This design comes from an exercise in tuning for small area and few clock cycles on the open sky130 flow, not from production work.
Only simulation tests tie the RTL to the original design; equivalence was not proved.
Power figures rest on the tool's default switching activity, not on a simulated workload.

[flow/flow/run.sh]
#!/bin/bash
# Standard ORFS layout, with two changes: the port buffers are the smallest
# buffer cell, and CTS inserts no dummy loads.
set -e
export BUFFER_PORTS_ARGS="-buffer_cell sky130_fd_sc_hd__buf_1"
export CTS_ARGS="-sink_clustering_enable -repair_clock_nets -sink_clustering_size 32 -sink_clustering_max_diameter 60 -buf_list sky130_fd_sc_hd__clkbuf_16 -dont_use_dummy_load"
bash standard.sh > standard_flow.log 2>&1
[flow/standard.sh]
#!/bin/bash
# synth_recipe.tcl (not shown) runs the flow's synth.tcl, then flattens the netlist and writes it again
# the make line also repeats each setting of config.mk as NAME=value (left out here)
make -C /OpenROAD-flow-scripts/flow DESIGN_CONFIG=/design/flow/config.mk WORK_HOME=/design/flow/orfs CLKGATE_MAP_FILE= SYNTH_SCRIPT=/design/flow/synth_recipe.tcl "${@:-finish}"
[flow/config.mk]
export PLATFORM = sky130hd
export DESIGN_NAME = pqc_out
export DESIGN_NICKNAME = pqc_out
export VERILOG_FILES = /design/flow/design.v
export SDC_FILE = /design/flow/constraint.sdc
export NUM_CORES = 4
export LEC_CHECK = 0
export ABC_AREA = 1
export CAP_MARGIN = 20
export CORE_MARGIN = 2
export CORE_UTILIZATION = 70
export CTS_BUF_LIST = sky130_fd_sc_hd__clkbuf_16
export CTS_CLUSTER_DIAMETER = 60
export CTS_CLUSTER_SIZE = 30
export PLACE_DENSITY = 0.8
export SLEW_MARGIN = 20
[flow/constraint.sdc]
create_clock -name core_clock -period 10.0 [get_ports {clk}]
set_input_delay 2.0000 -clock core_clock [delete_from_list [all_inputs] [get_ports {clk}]]
set_output_delay 2.0000 -clock core_clock [all_outputs]
set_load 0.01 [all_outputs]
[flow/design.v]
module pqc_out (
    input  wire        clk,
    input  wire        rst,
    input  wire        enq_valid,
    input  wire [15:0] enq_func,
    input  wire [15:0] enq_dev,
    input  wire [2:0]  enq_n,         
    input  wire [63:0] enq_data,      
    output wire        enq_full,
    input  wire        cmd_valid,
    input  wire        cmd_kind,
    input  wire [35:0] cmd_data,
    output wire        cmd_ready,
    output wire        wr_valid,
    output wire        wr_word,
    output wire [15:0] wr_data,
    input  wire        wr_ready,
    output wire [35:0] status,
    output wire        irq,
    output wire        irq_live
);
    localparam NS = 31;                 
    localparam SW = 97;                 
    reg [SW-1:0] st [0:NS-1];
    reg [NS-1:0] v;                     
    wire deq;
    wire q_full = &v;
    assign enq_full = q_full;
    wire enq_ok = enq_valid && !q_full;
    wire q_empty = !v[0];               
    wire [NS-1:0] free;
    assign free[0] = !v[0] || deq;
    genvar g;
    generate
        for (g = 1; g < NS; g = g + 1) begin : g_free
            assign free[g] = !v[g] || free[g-1];
        end
    endgenerate
    wire [NS-1:0] take;
    generate
        for (g = 0; g < NS - 1; g = g + 1) begin : g_take
            assign take[g] = v[g+1] && free[g];
        end
    endgenerate
    assign take[NS-1] = enq_ok;
    always @(posedge clk) begin
        if (rst)
            v <= {NS{1'b0}};
        else
            v <= take | (v & ~free);
    end
    wire        enq_n4   = enq_n[2];
    wire [63:0] enq_word = {enq_data[63:50],
                            enq_n4 ? enq_data[49:48] : enq_n[1:0],
                            enq_data[47:0]};
    integer i;
    always @(posedge clk) begin
        for (i = 0; i < NS - 1; i = i + 1)
            if (take[i])
                st[i] <= st[i+1];
        if (take[NS-1])
            st[NS-1] <= {enq_func, enq_dev, enq_n4, enq_word};
    end
    wire [SW-1:0] h = st[0];
    wire [63:0] h_data = h[63:0];
    wire [2:0]  h_n    = h[64] ? 3'd4 : {1'b0, h[49:48]};
    wire [15:0] h_dev  = h[80:65];
    wire [15:0] h_func = h[96:81];
    wire [4:0]  h_cnt  = {h_n, 1'b0} + 5'd8;
    reg        d10, db10, sind, reld, pie;
    reg [2:0]  pia;
    reg        irq_r;
    reg        ann;         
    reg        annw;        
    reg        snd;         
    reg        hdr;         
    reg [4:0]  p;           
    reg [3:0]  b;           
    wire dw_pend   = cmd_valid && cmd_kind;
    wire can_start = !q_empty && !snd && !annw;
    wire ann_cond  = !q_empty && !ann && !db10 && !sind && !snd && !dw_pend;
    wire ann_act   = annw || ann_cond;
    assign cmd_ready = !cmd_kind || can_start;
    wire take_cw = cmd_valid && !cmd_kind;
    wire take_dw = dw_pend && can_start;
    reg [7:0] cur_byte;
    always @(*) begin
        case (p[3:0])
            4'd1:  cur_byte = hdr ? 8'd10 : {3'd0, h_cnt};
            4'd2:  cur_byte = {h_func[15] | hdr, h_func[14:8]};
            4'd3:  cur_byte = h_func[7:0];
            4'd4:  cur_byte = h_dev[15:8];
            4'd5:  cur_byte = h_dev[7:0];
            4'd8:  cur_byte = hdr ? 8'd0 : h_data[15:8];
            4'd9:  cur_byte = hdr ? {4'd0, h_n, 1'b0} : h_data[7:0];
            4'd10: cur_byte = h_data[31:24];
            4'd11: cur_byte = h_data[23:16];
            4'd12: cur_byte = h_data[47:40];
            4'd13: cur_byte = h_data[39:32];
            4'd14: cur_byte = h_data[63:56];
            4'd15: cur_byte = h_data[55:48];
            default: cur_byte = 8'd0;
        endcase
    end
    assign wr_valid = snd || ann_act;
    assign wr_word  = !snd;
    assign wr_data  = snd ? {8'h00, cur_byte} : {11'd0, h_cnt};
    assign status = {13'd0, sind, 1'b0, 1'b0, 1'b0, reld, 4'd0,
                     1'b0, 3'd0, db10, 1'b0, 1'b0, 1'b0, d10, 1'b0, pie, pia};
    assign irq      = irq_r;
    assign irq_live = irq_r && pie && (pia != 3'd0);
    wire [11:0] budget = cmd_data[11:0];
    wire        bud0   = (budget == 12'd0);
    wire [4:0]  p_inc  = p + 5'd1;
    wire        p_end  = (p == h_cnt);                     
    wire        last   = hdr  ? (p[3:0] == 4'd9) :
                         sind ? (p_inc == h_cnt || b == 4'd1) :
                                (p_inc == h_cnt);
    wire        byte_t = snd && wr_ready;
    wire        fin    = byte_t && last;
    assign deq = (fin && !hdr && (!sind || p_inc == h_cnt)) ||
               (take_dw && sind && p_end);
    always @(posedge clk) begin
        if (rst) begin
            d10      <= 1'b0;
            db10     <= 1'b0;
            sind     <= 1'b0;
            reld     <= 1'b0;
            pie      <= 1'b0;
            pia      <= 3'd0;
            irq_r    <= 1'b0;
            ann      <= 1'b0;
            annw     <= 1'b0;
            snd      <= 1'b0;
            hdr      <= 1'b0;
            p        <= 5'd0;
            b        <= 4'd0;
        end else begin
            if (take_cw) begin
                if (cmd_data[4]) begin
                    pie <= cmd_data[3];
                    pia <= cmd_data[2:0];
                end
                if (cmd_data[5])  d10  <= 1'b0;
                if (cmd_data[9])  db10 <= 1'b0;
                if (cmd_data[12]) reld <= 1'b0;
                if (cmd_data[11]) reld <= 1'b1;
                irq_r <= (d10 && !cmd_data[5]) || (db10 && !cmd_data[9]);
            end
            if (ann_act) begin
                if (wr_ready) begin
                    annw  <= 1'b0;
                    ann   <= 1'b1;
                    db10  <= 1'b1;
                    irq_r <= 1'b1;
                end else begin
                    annw  <= 1'b1;
                end
            end
            if (take_dw) begin
                irq_r <= 1'b0;
                if (sind) begin
                    b <= (budget > 12'd8) ? 4'd8 : budget[3:0];
                    if (p_end || bud0) begin
                        d10   <= 1'b1;
                        irq_r <= 1'b1;
                        if (p_end) begin
                            sind <= 1'b0;
                            ann  <= 1'b0;
                            p    <= 5'd0;
                        end
                    end else begin
                        snd <= 1'b1;
                    end
                end else begin
                    snd <= 1'b1;
                    hdr <= ({7'd0, h_cnt} > budget);
                    p   <= 5'd0;
                end
            end
            if (byte_t) begin
                p <= p_inc;
                b <= b - 4'd1;
                if (last) begin
                    snd   <= 1'b0;
                    d10   <= 1'b1;
                    irq_r <= 1'b1;
                    if (hdr) begin
                        hdr  <= 1'b0;
                        sind <= 1'b1;
                        p    <= 5'd8;
                    end else if (!sind || p_inc == h_cnt) begin
                        sind <= 1'b0;
                        ann  <= 1'b0;
                        p    <= 5'd0;
                    end
                end
            end
        end
    end
endmodule
==> impl_metrics.tcl, run 1 <==
set metrics [dict create \
    max-cap-violations 0 \
    period_needed_ps 5750 \
    syn2layout_area_growth_pct 6.76 \
    setup_viol_count_final 0 \
    vias 31900 \
    rr_worst_depth 17 \
    syn_area_um2 94400 \
    drive_gt1_share_pct 6.25 \
    place_congestion 0.857 \
    arrival_ps 3750 \
    status "timing/DRC/antenna clean" \
    yosys.cell_count.top_type "edfxtp_1" \
    fp-row-count 134 \
    cp_max_fo 16 \
    ant_nets 0 \
    leakagePower_nw 30.8 \
    core_area_um2 134000 \
    root_buffer "clkbuf_16" \
    relSlewSlack_pct 15.6 \
    fin_worst_skew_ps 91.5 \
    r2r_slack_ps 5510 \
    viasPerCell 5.62 \
    synth_top_area_cell "edfxtp_1" \
    ys.flop_type "edfxtp_1" \
    seq_area_frac_synth_pct 96.8 \
    cts_buffers 137 \
    syn_avg_cell_area_um2 26.1 \
    ir_drop_mv 0.244 \
    io_pins 199 \
    cp-end-kind "primary output" \
    power_mw 19.9 \
    ys_types 43 \
    cts_buffer_depth 3 \
    wl_per_cell_um 22.5 \
    setup-tns-final_ps 0 \
    hp-class "flop to flop" \
    drtPass1Iterations 6 \
    synth-edff-count 3007 \
    synth_common_cells "edfxtp_1, inv_1, nand2_1, a21oi_1, dfxtp_1" \
    grtUsageTotal_pct 19.5 \
    synth_area_leaders "edfxtp_1, dfxtp_1, inv_1" \
    start_util_pct 70.6 \
    htree_levels 4 \
    fmax_ghz 0.174 \
    synthCells 3611 \
    clk_pin_slew_ps 100 \
    die_w_um 371 \
    hold_viol_final 0 \
    die_height_um 371 \
    hold_depth 0 \
    post_cts_buffers 0 \
    power_density_nw_per_um2 198 \
    cts_resized 0 \
    clk_latency_ps 780 \
    nNetsFinal 4057 \
    critPathKind "flop to primary output" \
    synth.top_cell.area_share_pct 95.7 \
    worst_slew_pin_slew_ps 1270 \
    clock_sinks 3060 \
    rsz0062_at_grt "false" \
    ys_async_sr_fraction_pct 0 \
    gr-total-overflow 0 \
    grt_max_degree 98 \
    grt_pass1_wl_mm 197 \
    holdBufCountCts 0 \
    fillerInstances 6529 \
    dp_hpwl_mm 68.6 \
    cp-start-kind "flop" \
    grt_pass1_vias 33200 \
    drc 0 \
    port_buffers 139 \
    ys.warnings.count 2 \
    cts_tree "yes" \
    ys_ff_latch 3060 \
    crit_required_ps 8000 \
    drt_wl_total_mm 128 \
    post-route-period-util_pct 57.5 \
    drt_iter0_drc 2400 \
    drv_slew 0 \
    die_area_um2 138000 \
    antenna_found_initial 2 \
]
==> critical path: stages, from the launching register on <==
cell,delay (ps)
dfxtp_1,770
inv_1,390
a32o_1,350
a221oi_1,970
nand4_1,200
nand2_1,150
inv_1,40
buf_1,120
==> report_power, final <==
part	internal, mW	switching [mW]
clock	2.46	3.43
sequential	13.9	0.0208
combinational	0.0157	0.0540
total	16.4	3.50
==> final timing paths <==
| check | startpoint | end |
|---|---|---|
| worst min-delay path | st[30][79]$_DFFE_PP_ | st[29][79]$_DFFE_PP_ |
| worst max register to register | p[0]$_SDFFE_PP0P_ | st[14][52]$_DFFE_PP_ |
| worst max-delay path | hdr$_SDFF_PP0_ | wr_data[6] |
| worst min register to register | st[30][79]$_DFFE_PP_ | st[29][79]$_DFFE_PP_ |
==> state kept, by name, summed over array words and instances (netlist names), 3 cells and up, named ones only <==
name  cells
pia       3
b         4
st     3007
p         5
==> per-layer routing <==
layer | vias up | part of all wire, % | track usage (%)
li1 | 14600 | - | -
met1 | 16100 | 35 | 21.8
met2 | 869 | 58 | 37.6
met3 | 255 | 3.8 | 2.93
met4 | 0 | 3.2 | 6.83
met5 | - | 0 | 0
==> placed cells by master (no fill, tap or decap), types with 14 or more instances in the layout <==
cell type / instances
a21oi_1: 54
buf_1: 138
buf_4: 35
clkbuf_16: 137
clkinv_2: 15
conb_1: 36
dfxtp_1: 53
edfxtp_1: 3007
inv_1: 88
nand2_1: 102
nand3_1: 27
nand4_1: 14
nor2_1: 37
o21ai_0: 21
==> final cells by class <==
class	count	area, µm²	share of cell area, %
Multi-Input combinational cell	425	2510	2.49
Tap cell	1768	2210	2.20
Inverter	108	432	0.429
Antenna cell	1	2.50	0.00248
Clock buffer	137	3430	3.40
Sequential cell	3060	91400	90.7
Timing Repair Buffer	174	792	0.786
==> through the flow <==
step	instance area, µm²	worst slack, ps	hold slack [ps]	std cells	utilization [%]
after floorplan	94500	1780	400	3646	-
after global placement	97300	4840	400	5535	72.8
after detailed placement	97300	4620	405	5535	72.8
after CTS	101000	3950	373	5672	75.4
after global routing	101000	4200	374	5673	75.4
final	101000	4250	374	5673	75.4
==> cell families (layout without fill, tap and decap cells) <==
group                      count (synthesis)  after routing  synth area share [%]
buffers and inverters                    161            419                 0.851
other                                      1             37               0.00397
adders and majority gates                 10             10                 0.133
DFF                                     3060           3060                  96.8
xor gates and xnor gates                   2              2                0.0186
and+or+nand+nor                          234            234                  1.21
muxes                                      2              2                0.0239
AOI/OAI and AO/OA                        141            141                 0.940
Testbench counts, summed over its fixed seeds: cycles 44,371.
==> run 2, diff against run 1 <==
==> flow/flow/run.sh (replaced) <==
#!/bin/bash
# Standard ORFS layout, with two changes: the port buffers are the smallest
# buffer cell, and CTS inserts no dummy loads.
set -e
export BUFFER_PORTS_ARGS="-buffer_cell sky130_fd_sc_hd__buf_1"
export CTS_ARGS="-sink_clustering_enable -repair_clock_nets -sink_clustering_size 30 -sink_clustering_max_diameter 60 -buf_list sky130_fd_sc_hd__clkbuf_16 -dont_use_dummy_load"
bash standard.sh > standard_flow.log 2>&1
--- a/flow/config.mk
+++ b/flow/config.mk
@@ -9,8 +9,8 @@
 export CAP_MARGIN = 20
 export CORE_MARGIN = 2
-export CORE_UTILIZATION = 70
+export CORE_UTILIZATION = 60
 export CTS_BUF_LIST = sky130_fd_sc_hd__clkbuf_16
 export CTS_CLUSTER_DIAMETER = 60
 export CTS_CLUSTER_SIZE = 30
-export PLACE_DENSITY = 0.8
+export PLACE_DENSITY = 0.75
 export SLEW_MARGIN = 20
==> impl_metrics.tcl, run 2 <==
set metrics [dict create \
    cp-end-kind "primary output" \
    multiInputGateArea_um2 2510 \
    holdBufCountCts 0 \
    vias 30700 \
    pre_cts_slack_ps 4590 \
    drt_iter0_drc 1996 \
    drc 0 \
    drt_wl_total_mm 110 \
    synth.top_cell.area_share_pct 95.7 \
    io_pins 199 \
    finalCoreUtilization_pct 64.6 \
    worst_slack_ps 4250 \
    synth_area_leaders "edfxtp_1, dfxtp_1, inv_1" \
    syn2layout_area_growth_pct 7.01 \
    hold_slack_ps 368 \
    regArea_um2 91400 \
    max-cap-violations 0 \
    worst_slew_pin_slew_ps 1290 \
    fp-row-count 145 \
    clk_latency_ps 790 \
    drive_gt1_share_pct 6.08 \
    instances_no_fill 5956 \
    synth-simple-area-share_pct 1.21 \
    clk_pin_slew_ps 100 \
    die_height_um 401 \
    seq_area_frac_synth_pct 96.8 \
    ys_async_sr_fraction_pct 0 \
    htree_levels 4 \
    cts_buffers 132 \
    root_buffer "clkbuf_16" \
    power_mw 19.7 \
    hold_viol_final 0 \
    grt_max_degree 98 \
    period_needed_ps 5750 \
    setup_viol_count_final 0 \
    final_common_cell "edfxtp_1" \
    ir_drop_mv 0.220 \
    start_util_pct 60.4 \
    arrival_ps 3750 \
    place_area_um2 97600 \
    yosys.area_share.adder_pct 0.133 \
    ys_types 43 \
    yosys-mux-area-fraction_pct 0.0239 \
    status "timing/DRC/antenna clean" \
    insertedDiodeCount 0 \
    mostFrequentLayoutCells "edfxtp_1, buf_1, clkbuf_16, nand2_1, inv_1" \
    clock_sinks 3060 \
    post_cts_buffers 0 \
    die_w_um 401 \
    viasPerCell 5.15 \
    relSlewSlack_pct 13.8 \
    cts_tree "yes" \
    synth_xor_area_share_pct 0.0186 \
    regMostFlops "st" \
    synth_compound_area_share_pct 0.940 \
    drtPass1Iterations 5 \
    ant_nets 0 \
    hp-class "flop to flop" \
    nNetsFinal 4051 \
    synth_top_area_cell "edfxtp_1" \
    syn_avg_cell_area_um2 26.1 \
    ys_ff_latch 3060 \
    syn_area_um2 94400 \
    port_buffers 139 \
    post-route-period-util_pct 57.5 \
    dp.cells 5824 \
    synthCells 3611 \
    critPathKind "flop to primary output" \
    fillerInstances 9402 \
    r2r_slack_ps 5590 \
    leakagePower_nw 30.7 \
    cp_max_fo 16 \
    synth_top_family_by_area "simple AND/OR/NAND/NOR gates" \
    gr-total-overflow 0 \
    ys.warnings.count 2 \
    grt_pass1_wl_mm 176 \
    final_area_um2 101000 \
    fin_worst_skew_ps 77.7 \
    cp-start-kind "flop" \
    core_area_um2 156000 \
    cts_resized 0 \
    power_density_nw_per_um2 195 \
    wl_per_cell_um 18.4 \
    die_area_um2 160000 \
    drv_slew 0 \
    antenna_found_initial 0 \
    setup-tns-final_ps 0 \
    rsz0062_at_grt "false" \
    ys.flop_type "edfxtp_1" \
    biggestRegsByFlops "st (3007), p (5), b (4)" \
    place_congestion 0.892 \
    dp_hpwl_mm 58.5 \
    crit_required_ps 8000 \
    cts_buffer_depth 3 \
    grtUsageTotal_pct 14.1 \
    largest_reg_flops 3007 \
    synth_common_cells "edfxtp_1, inv_1, nand2_1, a21oi_1, dfxtp_1" \
    yosys.cell_count.top_type "edfxtp_1" \
    fmax_ghz 0.174 \
    synth-edff-count 3007 \
    grt_pass1_vias 31700 \
]
-- run 2: cell counts after synthesis --
Identical to the previous run, type by type.
-- run 2: layer usage --
| layer | routed length [µm] | track usage, % |
|---|---|---|
| met1 | 40900 | 16.5 |
| met2 | 61300 | 26.4 |
| met3 | 4100 | 2.45 |
| met4 | 3320 | 4.92 |
| met5 | 0 | 0 |
-- run 2: logic make-up (layout without fill, tap and decap cells) --
logic type | Yosys count | in the layout
XOR/XNOR | 2 | 2
adder cells (fa/ha/maj) | 10 | 10
AO/OA/AOI/OAI | 141 | 141
AND/OR/NAND/NOR | 234 | 234
buffers and inverters | 161 | 413
multiplexers | 2 | 2
other | 1 | 36
flip-flops | 3060 | 3060
-- run 2: area by class of cell --
| type | instances | area share, % |
|---|---|---|
| inverter | 108 | 0.428 |
| tap | 2058 | 2.55 |
| sequential | 3060 | 90.5 |
| multi-input combinational | 425 | 2.48 |
| clock buffer | 132 | 3.27 |
| timing repair buffer | 173 | 0.788 |
-- run 2: critical path, cell delays in order (launching register included) --
cell and delay, ps:
dfxtp_1 750, inv_1 390, a32o_1 350, a221oi_1 990, nand4_1 200, nand2_1 130, inv_1 50, buf_1 140
-- run 2: worst paths after layout --
check	from	end	depth (start not counted)
worst min-delay path	st[7][34]$_DFFE_PP_	st[6][34]$_DFFE_PP_	0
worst max register to register	p[0]$_SDFFE_PP0P_	st[14][75]$_DFFE_PP_	17
worst max-delay path	hdr$_SDFF_PP0_	wr_data[5]	7
worst min register to register	st[7][34]$_DFFE_PP_	st[6][34]$_DFFE_PP_	0
-- run 2: where the power goes --
group,switching [mW],internal [mW]
Sequential,0.0165,13.9
Combinational,0.0524,0.0159
Clock,3.31,2.37
Total,3.38,16.3

## re-timing with driven ports
The flow's constraints put no driver on any port. The routed layouts listed below were extracted and timed again, unchanged, in two steps. Step 1 (the two cells are an assumption about what drives the block):
set clk [get_ports {clk}]
set_driving_cell -lib_cell sky130_fd_sc_hd__clkbuf_16 $clk
set_driving_cell -lib_cell sky130_fd_sc_hd__buf_2 [delete_from_list [all_inputs] $clk]
Step 2 adds t to the input delays and takes it off the output delays; t is the mean of the earliest and latest rising clock arrival at the registers after step 1. Input paths then give back, and output paths get back, about the clock's delay inside the block. a / b / c = ideal / step 1 / step 2; a / b = the first two.
run	t, ns	setup slack, ns	worst setup path at the end	latest minus earliest clock arrival (ns)
run 1	0.827	4.251 / 4.176 / 4.464	input to register	0.117 / 0.117
run 2	0.813	4.254 / 4.176 / 4.506	input to register	0.116 / 0.116
After both steps every run listed still meets setup and hold.
